This design comes from an exercise in tuning for small area, a short achievable clock period and few clock cycles per item on the open sky130 flow, not from production work.
Function was checked by simulation only, so behaviour that the tests miss may differ from the original.
Power figures rest on the tool's default switching activity, not on a simulated workload.

==> flow/design.v, too long to show whole: its modules and the start of the top module <==
// module icu_fwd: 360 lines
// module icu_d125a: 40 lines
// module icu_d125b: 49 lines
// module icu_gt8: 15 lines
// module icu_pop16: 42 lines
// module icu_mac: 284 lines
// module icu_dstep: 9 lines
// module icu_invn: 328 lines
// module icu_add21: 171 lines
// module icu_quant: 317 lines
module icu_quant (
    input  wire        clk,
    input  wire        rst,
    input  wire        in_valid,
    output wire        in_ready,
    input  wire [23:0] in_rgb,
    output reg         out_valid,
    input  wire        out_ready,
    output reg  [23:0] out_lo,
    output reg  [23:0] out_hi,
    output reg  [7:0]  out_avg
);
  // ...
==> flow/flow/run.sh <==
#!/bin/bash
# The standard layout (the standard.sh, all steps), with the port
# buffers made with a regular buf_4 cell, and the timing repair steps
# aiming at a 5.5 ns period instead of only meeting the 22 ns clock.
# The full output goes to standard.log in this folder.
set -e
export BUFFER_PORTS_ARGS="-buffer_cell sky130_fd_sc_hd__buf_4"
export SETUP_SLACK_MARGIN=16.5
bash standard.sh > standard.log 2>&1
==> flow/standard.sh <==
#!/bin/bash
# synth_recipe.tcl (not shown) runs the flow's synth.tcl, then flattens the netlist and writes it again
# the make line also repeats each setting of config.mk as NAME=value (left out here)
make -C /OpenROAD-flow-scripts/flow DESIGN_CONFIG=/design/flow/config.mk WORK_HOME=/design/flow/orfs CLKGATE_MAP_FILE= SYNTH_SCRIPT=/design/flow/synth_recipe.tcl "${@:-finish}"
==> flow/config.mk <==
export PLATFORM = sky130hd
export DESIGN_NAME = icu_quant
export DESIGN_NICKNAME = icu_quant
export VERILOG_FILES = /design/flow/design.v
export SDC_FILE = /design/flow/constraint.sdc
export NUM_CORES = 4
export LEC_CHECK = 0
export CAP_MARGIN = 20
export CORE_MARGIN = 2
export CORE_UTILIZATION = 40
export SLEW_MARGIN = 20
==> flow/constraint.sdc <==
create_clock -name core_clock -period 22.0 [get_ports {clk}]
set_input_delay 4.4000 -clock core_clock [delete_from_list [all_inputs] [get_ports {clk}]]
set_output_delay 4.4000 -clock core_clock [all_outputs]
set_load 0.01 [all_outputs]
==> impl_metrics.csv, run 1 <==
group,metric,value,unit
synth,synth_area_leaders,"dfxtp_1, edfxtp_1, fa_1",
floorplanning,row_count,133,
detailed_routing,dr_total_vias,31960,
synth,synth_most_common_cell,"dfxtp_1",
global_routing,grt_pass1_wl,174800,um
cts,cts_setup_buffers,2,
detailed_routing,dr_wl_met3,5055,um
floorplanning,core,0.1311,mm2
cts,cts_resized,61,
power,pg_clk,1900,uW
synth,synth_fp_nets,5349,
detailed_routing,wl_met2,52110,um
detailed_routing,drc,0,
power,power-top-group,"sequential cells",
cells_and_area,nMultiInputCombCells,2773,
cells_and_area,final_cells,6490,
power,seq_cell_power,2530,uW
worst_hold_path,min_to,"rcr[3][0]",
flow_run,drv_cap,0,
synth,yosysTopAreaCellShare,0.2952,
global_routing,busiest_layer,"met2",
sta,holdWs,0.3111,ns
cells_and_area,fillers,12060,
cells_and_area,multi_input_area,0.02540,mm2
synth,synth_area_leader_cell,"dfxtp_1",
cells_and_area,final-clk-cell-share,0.06300,
synth,synthMuxAreaShare,0.02511,
cts,cts_buffers,110,
sta,rsz0062_at_grt,"true",
worst_setup_path,path_cells,"buf_6",
worst_setup_path,reg2reg_to,"lo_y[19]",
global_routing,use_met1,0.2110,
worst_setup_path,r2r_start,"d15[0]",
power,leakage,0.02544,uW
sta,setup_viol,0,
worst_setup_path,crit_start,"out_avg[5]",
placement,placed_area,0.05524,mm2
floorplanning,fp.dieW,367.2,um
synth,synth_fa_ha_area_frac,0.2471,
outcome,status,"finished clean",
sta,finClkSkew,0.01984,ns
cells_and_area,drive_gt1_frac,0.09294,
global_routing,track_usage,0.1606,
worst_setup_path,cp.buffers_inverters,1,
synth,syn_area,0.05276,mm2
Testbench counts, summed over its fixed seeds: cycles 6,456, items 384.
==> inputs of run 2 (changes only) <==
==> flow/run.sh (new file) <==
#!/bin/bash
# synth_recipe.tcl (not shown) runs the flow's synth.tcl, then flattens the netlist and writes it again
# the make line also repeats each setting of config.mk as NAME=value (left out here)
make -C /OpenROAD-flow-scripts/flow DESIGN_CONFIG=/design/flow/config.mk WORK_HOME=/design/flow/orfs CLKGATE_MAP_FILE= SYNTH_SCRIPT=/design/flow/synth_recipe.tcl finish
removed: flow/flow/run.sh
removed: flow/standard.sh
==> impl_metrics.csv, run 2 <==
group,metric,value,unit
outcome,status,"finished clean",
synth,synth_fp_nets,5349,
floorplanning,ioPinCount,86,
cts,cts_tree,"done",
synth,synth_area_leaders,"dfxtp_1, edfxtp_1, fa_1",
global_routing,grt-ovfl-total,0,
sta,period_needed,6.501,ns
cts,clkLatencyLatePin,0.74,ns
cts,clock-sinks,1090,
cells_and_area,area_growth,12.52,%
cells_and_area,fin_nets,5414,
synth,synth_seq_cells,1090,
detailed_routing,drt-wirelength-per-cell,16.20,um
sta,hold_violations,0,
cts,root_buffer,"clkbuf_16",
floorplanning,row_count,133,
synth,avgSynthCellArea,11.54,um2
floorplanning,dieArea,0.1348,mm2
global_routing,grt_pass1_wl,171800,um
detailed_routing,avgViaCountPerCell,4.915,
sta,worstMarginPinSlew,1.036,ns
placement,port-buffer-count,85,
global_routing,grt_pass1_vias,32480,
synth,synthCells,4572,
synth,yosys_warnings,9,
synth,syn_area,0.05276,mm2
power,power_density,117.2,mW/mm2
flow_run,drv_cap,0,
worst_setup_path,r2r_cells,17,
sta,fin_crit_sh,0.2955,
cells_and_area,final_cells,6485,
cells_and_area,reg_top3,"rcb x128, rcr x128, ry x128",
detailed_routing,routed_wl,105100,um
detailed_routing,drt_pass1_iterations,10,
floorplanning,core,0.1311,mm2
power,leakage,0.02526,uW
cells_and_area,final_cell_mix,"dfxtp_1, inv_1, fa_1",
sta,relSlewSlack,0.3095,
global_routing,grt_start_max_net_pins,81,
detailed_routing,dr_total_vias,31870,
worst_setup_path,rrSetupSlack,15.50,ns
synth,yosysUniqueCellTypes,71,
synth,synth_commonest_cells,"dfxtp_1, inv_1, fa_1, nand2_1, ha_1",
floorplanning,die_h,367.2,um
detailed_routing,drc,0,
cts,cts_setup_buffers,0,
cells_and_area,stdcell_area,0.05937,mm2
cells_and_area,drive_gt1_frac,0.06829,
floorplanning,fp.dieW,367.2,um
worst_setup_path,start_kind,"flip-flop",
floorplanning,start_util,0.4024,
sta,finalMaxSlewViolations,0,
power,power.total,6958,uW
worst_hold_path,hold_class,"reg2reg",
sta,holdWs,0.3007,ns
placement,hpwl,75650,um
worst_hold_path,min_path_cells,0,
cts,cts_resized,0,
synth,synth-edff-count,312,
cts,htree_num_levels,3,
placement,place_inst,6279,
synth,synth_area_leader_cell,"dfxtp_1",
detailed_routing,antenna_left,0,
worst_setup_path,end_kind,"flip-flop",
sta,rsz0062_at_grt,"false",
global_routing,grt_antenna_before_repair,2,
sta,finClkSkew,0.05857,ns
cts,clkTransAtPathRegs,0.06,ns
cells_and_area,antenna_cells,0,
worst_setup_path,critPathKind,"reg2reg",
placement,placed_area,0.05549,mm2
synth,synthFlopType,"dfxtp_1",
sta,setup_viol,0,
synth,synth_most_common_cell,"dfxtp_1",
worst_setup_path,cp_max_fo,46,
worst_setup_path,timing.critical_path.required,22.44,ns
global_routing,track_usage,0.1571,
synth,ys_seq_area_frac,0.4728,
cells_and_area,final_common_cell,"dfxtp_1",
cts,cts_buffers,111,
cts,cts_hold_buf,0,
sta,timing.fmax,153.8,MHz
detailed_routing,first_iter_violations,2430,
worst_setup_path,worstPathArrival,6.94,ns
placement,globalplace.congestion,0.8686,
synth,yosysTopAreaCellShare,0.2952,
cts,clock_path_buffers,3,
sta,tns,0,ns
synth,async_reset_ff_frac,0,
power,ir_drop,0.08751,mV
==> run 2: final cells by class <==
class	count	area (um2)
Multi-Input combinational cell	2769	25180
Clock inverter	47	588.1
Fill cell	12130	71760
Sequential cell	1090	24950
Clock buffer	159	3289
Tap cell	1755	2196
Timing Repair Buffer	121	1121
Inverter	544	2044
==> run 2: final timing paths <==
path | endpoint | startpoint
worst min-delay path | rcr[8][6] | rcr[7][6]
worst max register to register | hi_cb[16] | d15[0]
worst max-delay path | hi_cb[16] | d15[0]
worst min register to register | rcr[8][6] | rcr[7][6]
==> run 2: stage by stage <==
stage | worst slack, ns | utilization
6_report | 15.50 | 0.4527
5_1_grt | 15.11 | 0.4527
4_1_cts | 15.51 | 0.4527
3_5_place_dp | 15.58 | 0.4231
3_3_place_gp | 15.62 | 0.4231
2_1_floorplan | 12.35 | -
==> run 2: cell families after synthesis <==
family,share of synthesized area
AO/OA/AOI/OAI,0.07743
XOR/XNOR,0.03336
adder cells (fa/ha/maj),0.2471
buffers and inverters,0.05079
flip-flops,0.4728
multiplexers,0.02511
AND/OR/NAND/NOR,0.09348
==> run 2: report_power, final <==
| part | switching, uW | leakage [uW] | internal [uW] |
|---|---|---|---|
| Combinational | 1380 | 0.0141 | 1110 |
| Sequential | 161 | 0.00919 | 2370 |
| Clock | 809 | 0.00192 | 1120 |
| Total | 2350 | 0.0253 | 4610 |
==> run 2: critical path: stages, from the launching register on <==
cell      delay, ns
dfxtp_1        0.30
buf_4          0.26
or2_2          0.56
or3_1          0.79
a222oi_1       0.53
fa_1           0.49
fa_1           0.49
fa_1           0.58
inv_1          0.06
ha_1           0.29
nand2_1        0.06
o31ai_1        0.51
nand2_1        0.17
a21oi_1        0.29
nand3_1        0.15
nand2_1        0.11
fa_1           0.41
and3_1         0.17
==> run 2: routing by layer <==
metal	GRT usage	vias up	wire, um
li1	-	15400	-
met1	0.2084	15660	47370
met2	0.2653	673	50710
met3	0.02346	145	4406
met4	0.04634	0	2595
met5	0	-	0
==> inputs of run 3 (changes only) <==
==> flow/flow/run.sh (new file) <==
#!/bin/bash
# The standard layout (the standard.sh, all steps), except that the
# port buffers are made with a regular buf_4 cell instead of the flow's
# default choice. The full output goes to standard.log in this folder.
set -e
export BUFFER_PORTS_ARGS="-buffer_cell sky130_fd_sc_hd__buf_4"
bash standard.sh > standard.log 2>&1
==> flow/standard.sh (new file) <==
#!/bin/bash
# synth_recipe.tcl (not shown) runs the flow's synth.tcl, then flattens the netlist and writes it again
# the make line also repeats each setting of config.mk as NAME=value (left out here)
make -C /OpenROAD-flow-scripts/flow DESIGN_CONFIG=/design/flow/config.mk WORK_HOME=/design/flow/orfs CLKGATE_MAP_FILE= SYNTH_SCRIPT=/design/flow/synth_recipe.tcl "${@:-finish}"
removed: flow/run.sh
==> impl_metrics.csv, run 3 <==
group,metric,value,unit
outcome,status,"finished clean",
power,power_density,117.5,mW/mm2
cells_and_area,final_cell_mix,"dfxtp_1, inv_1, fa_1",
sta,fin_crit_sh,0.2926,
global_routing,track_usage,0.1586,
sta,setup_viol,0,
sta,timing.fmax,155.4,MHz
cts,cts_setup_buffers,0,
cts,clkLatencyLatePin,0.74,ns
worst_setup_path,cp_max_fo,46,
synth,synth_area_leaders,"dfxtp_1, edfxtp_1, fa_1",
sta,hold_violations,0,
detailed_routing,routed_wl,105500,um
cts,clock-sinks,1090,
worst_setup_path,max_stage_delay,0.78,ns
synth,synth-edff-count,312,
flow_run,drv_cap,0,
worst_setup_path,path_common_cell,"fa_1",
cells_and_area,stdcell_area,0.05903,mm2
sta,relSlewSlack,0.3168,
cts,cts_hold_buf,0,
detailed_routing,drc,0,
global_routing,grt_antenna_before_repair,0,
synth,synth_area_leader_cell,"dfxtp_1",
placement,hpwl,75560,um
cts,cts_buffers,111,
worst_setup_path,timing.critical_path.required,22.48,ns
global_routing,grt_pass1_vias,32480,
floorplanning,row_count,133,
cts,clock_path_buffers,3,
synth,yosysTopAreaCellShare,0.2952,
global_routing,grt_pass1_wl,173000,um
cts,cts_resized,0,
synth,async_reset_ff_frac,0,
synth,synth_most_common_cell,"dfxtp_1",
cts,clkTransAtPathRegs,0.06,ns
cells_and_area,fin_nets,5409,
cells_and_area,area_growth,11.88,%
sta,finalMaxSlewViolations,0,
cts,root_buffer,"clkbuf_16",
worst_setup_path,start_kind,"flip-flop",
cells_and_area,final_cells,6484,
synth,synth_seq_cells,1090,
placement,port-buffer-count,85,
synth,avgSynthCellArea,11.54,um2
worst_setup_path,cp_top_family,"adder cells",
worst_setup_path,cpMaxStageDelayCell,"or3_1",
power,leakage,0.02526,uW
worst_setup_path,path_cells,"buf_4, or2_2, or3_1, a222oi_1, fa_1, fa_1, fa_1, inv_1, ha_1, nand2_1, o31ai_1, nand2_1, a21oi_1, nand3_1, nand2_1, fa_1, and3_1",
synth,ys_seq_area_frac,0.4728,
placement,placed_area,0.05523,mm2
detailed_routing,drt-wirelength-per-cell,16.28,um
worst_hold_path,hold_class,"reg2reg",
detailed_routing,dr_total_vias,31770,
sta,period_needed,6.437,ns
global_routing,grt_start_max_net_pins,77,
worst_setup_path,cp.buffers_inverters,2,
sta,holdWs,0.3143,ns
cells_and_area,drive_gt1_frac,0.08397,
detailed_routing,drt_pass1_iterations,9,
synth,synth_commonest_cells,"dfxtp_1, inv_1, fa_1, nand2_1, ha_1",
cells_and_area,fin_util,0.4502,
synth,synth_fp_nets,5349,
cells_and_area,reg_top3,"rcb x128, rcr x128, ry x128",
floorplanning,start_util,0.4024,
floorplanning,core,0.1311,mm2
synth,synthCells,4572,
worst_setup_path,critPathKind,"reg2reg",
worst_setup_path,end_kind,"flip-flop",
floorplanning,fp.dieW,367.2,um
worst_setup_path,worstPathArrival,6.92,ns
synth,syn_area,0.05276,mm2
synth,synthFlopType,"dfxtp_1",
synth,yosys_warnings,9,
placement,globalplace.congestion,0.8511,
sta,tns,0,ns
cells_and_area,final_common_cell,"dfxtp_1",
cells_and_area,fillers,12250,
detailed_routing,antenna_left,0,
detailed_routing,first_iter_violations,2172,
sta,worstMarginPinSlew,1.025,ns
detailed_routing,avgViaCountPerCell,4.900,
sta,finClkSkew,0.05782,ns
synth,yosysUniqueCellTypes,71,
floorplanning,ioPinCount,86,
floorplanning,dieArea,0.1348,mm2
cts,htree_num_levels,3,
power,ir_drop,0.08727,mV
global_routing,grt-ovfl-total,0,
floorplanning,die_h,367.2,um
placement,place_inst,6274,
cts,cts_tree,"done",
sta,rsz0062_at_grt,"false",
## run 3: kinds of logic after synthesis
kind of cell | synth area share
compound gates | 0.07743
xor+xnor | 0.03336
fa+ha+maj | 0.2471
buf+inv | 0.05079
flops | 0.4728
mux | 0.02511
simple gates | 0.09348
## run 3: final timing paths
check	startpoint	to	slack, ns	cells past startpoint
worst min register to register	rcb[0][4]	rcb[1][4]	0.31	0
worst min-delay path	rcb[0][4]	rcb[1][4]	0.31	0
worst max-delay path	d15[0]	hi_cb[16]	15.56	17
worst max register to register	d15[0]	hi_cb[16]	15.56	17
## run 3: area by class of cell
cell class | instances | area [um2] | area share
Multi-Input combinational cell | 2769 | 25170 | 0.4264
Sequential cell | 1090 | 24950 | 0.4227
Clock buffer | 154 | 3247 | 0.05500
Tap cell | 1755 | 2196 | 0.03720
Inverter | 544 | 2044 | 0.03463
Timing Repair Buffer | 116 | 870.8 | 0.01475
Clock inverter | 55 | 549.3 | 0.009305
Antenna cell | 1 | 2.502 | 0.00004239
## run 3: through the flow
step	setup slack [ns]	total power, uW
6_report	15.56	6934
5_1_grt	15.18	7579
4_1_cts	15.59	7076
3_5_place_dp	15.52	5149
3_3_place_gp	15.59	5068
2_1_floorplan	12.35	4455
## run 3: power by group
group,internal [uW],switching (uW)
clock,1080,811
combinational,1110,1400
sequential,2370,157
total,4570,2370
## run 3: layer usage
layer | global-route usage | vias to the layer above | part of all wire
met4 | 0.04232 | 0 | 0.024
li1 | - | 15400 | -
met2 | 0.2655 | 652 | 0.48
met5 | 0 | - | 0
met1 | 0.2130 | 15560 | 0.46
met3 | 0.02547 | 165 | 0.040

[separate check: timing with driven ports]
The results above use ideal ports. As a check the final layouts listed here were re-extracted and re-timed, cells and wires unchanged. Step 1 assumes that a clkbuf_16 drives the clock port and a buf_2 every other input. Step 2 also shifts input and output timing later by t, the mid clock arrival at the registers, as if the neighbouring blocks saw the same clock. Slacks: ideal ports / drivers / drivers and shift; pairs: ideal ports / drivers.
| run | t, ns | slack for setup (ns) | worst register clock-pin slew, ns | worst slew at a driven data input, ns |
|---|---|---|---|---|
| run 1 | 0.764 | 16.252 / 16.179 / 16.231 | 0.07 / 0.07 | 0.04 |
| run 2 | 0.778 | 15.499 / 15.499 / 15.499 | 0.07 / 0.07 | 0.03 |
| run 3 | 0.783 | 15.563 / 15.563 / 15.563 | 0.07 / 0.07 | 0.04 |
After both steps every run listed still meets setup and hold. The setup slack of run 1, which loses most, moves by -0.073 ns with the drivers and by -0.021 ns with both steps.
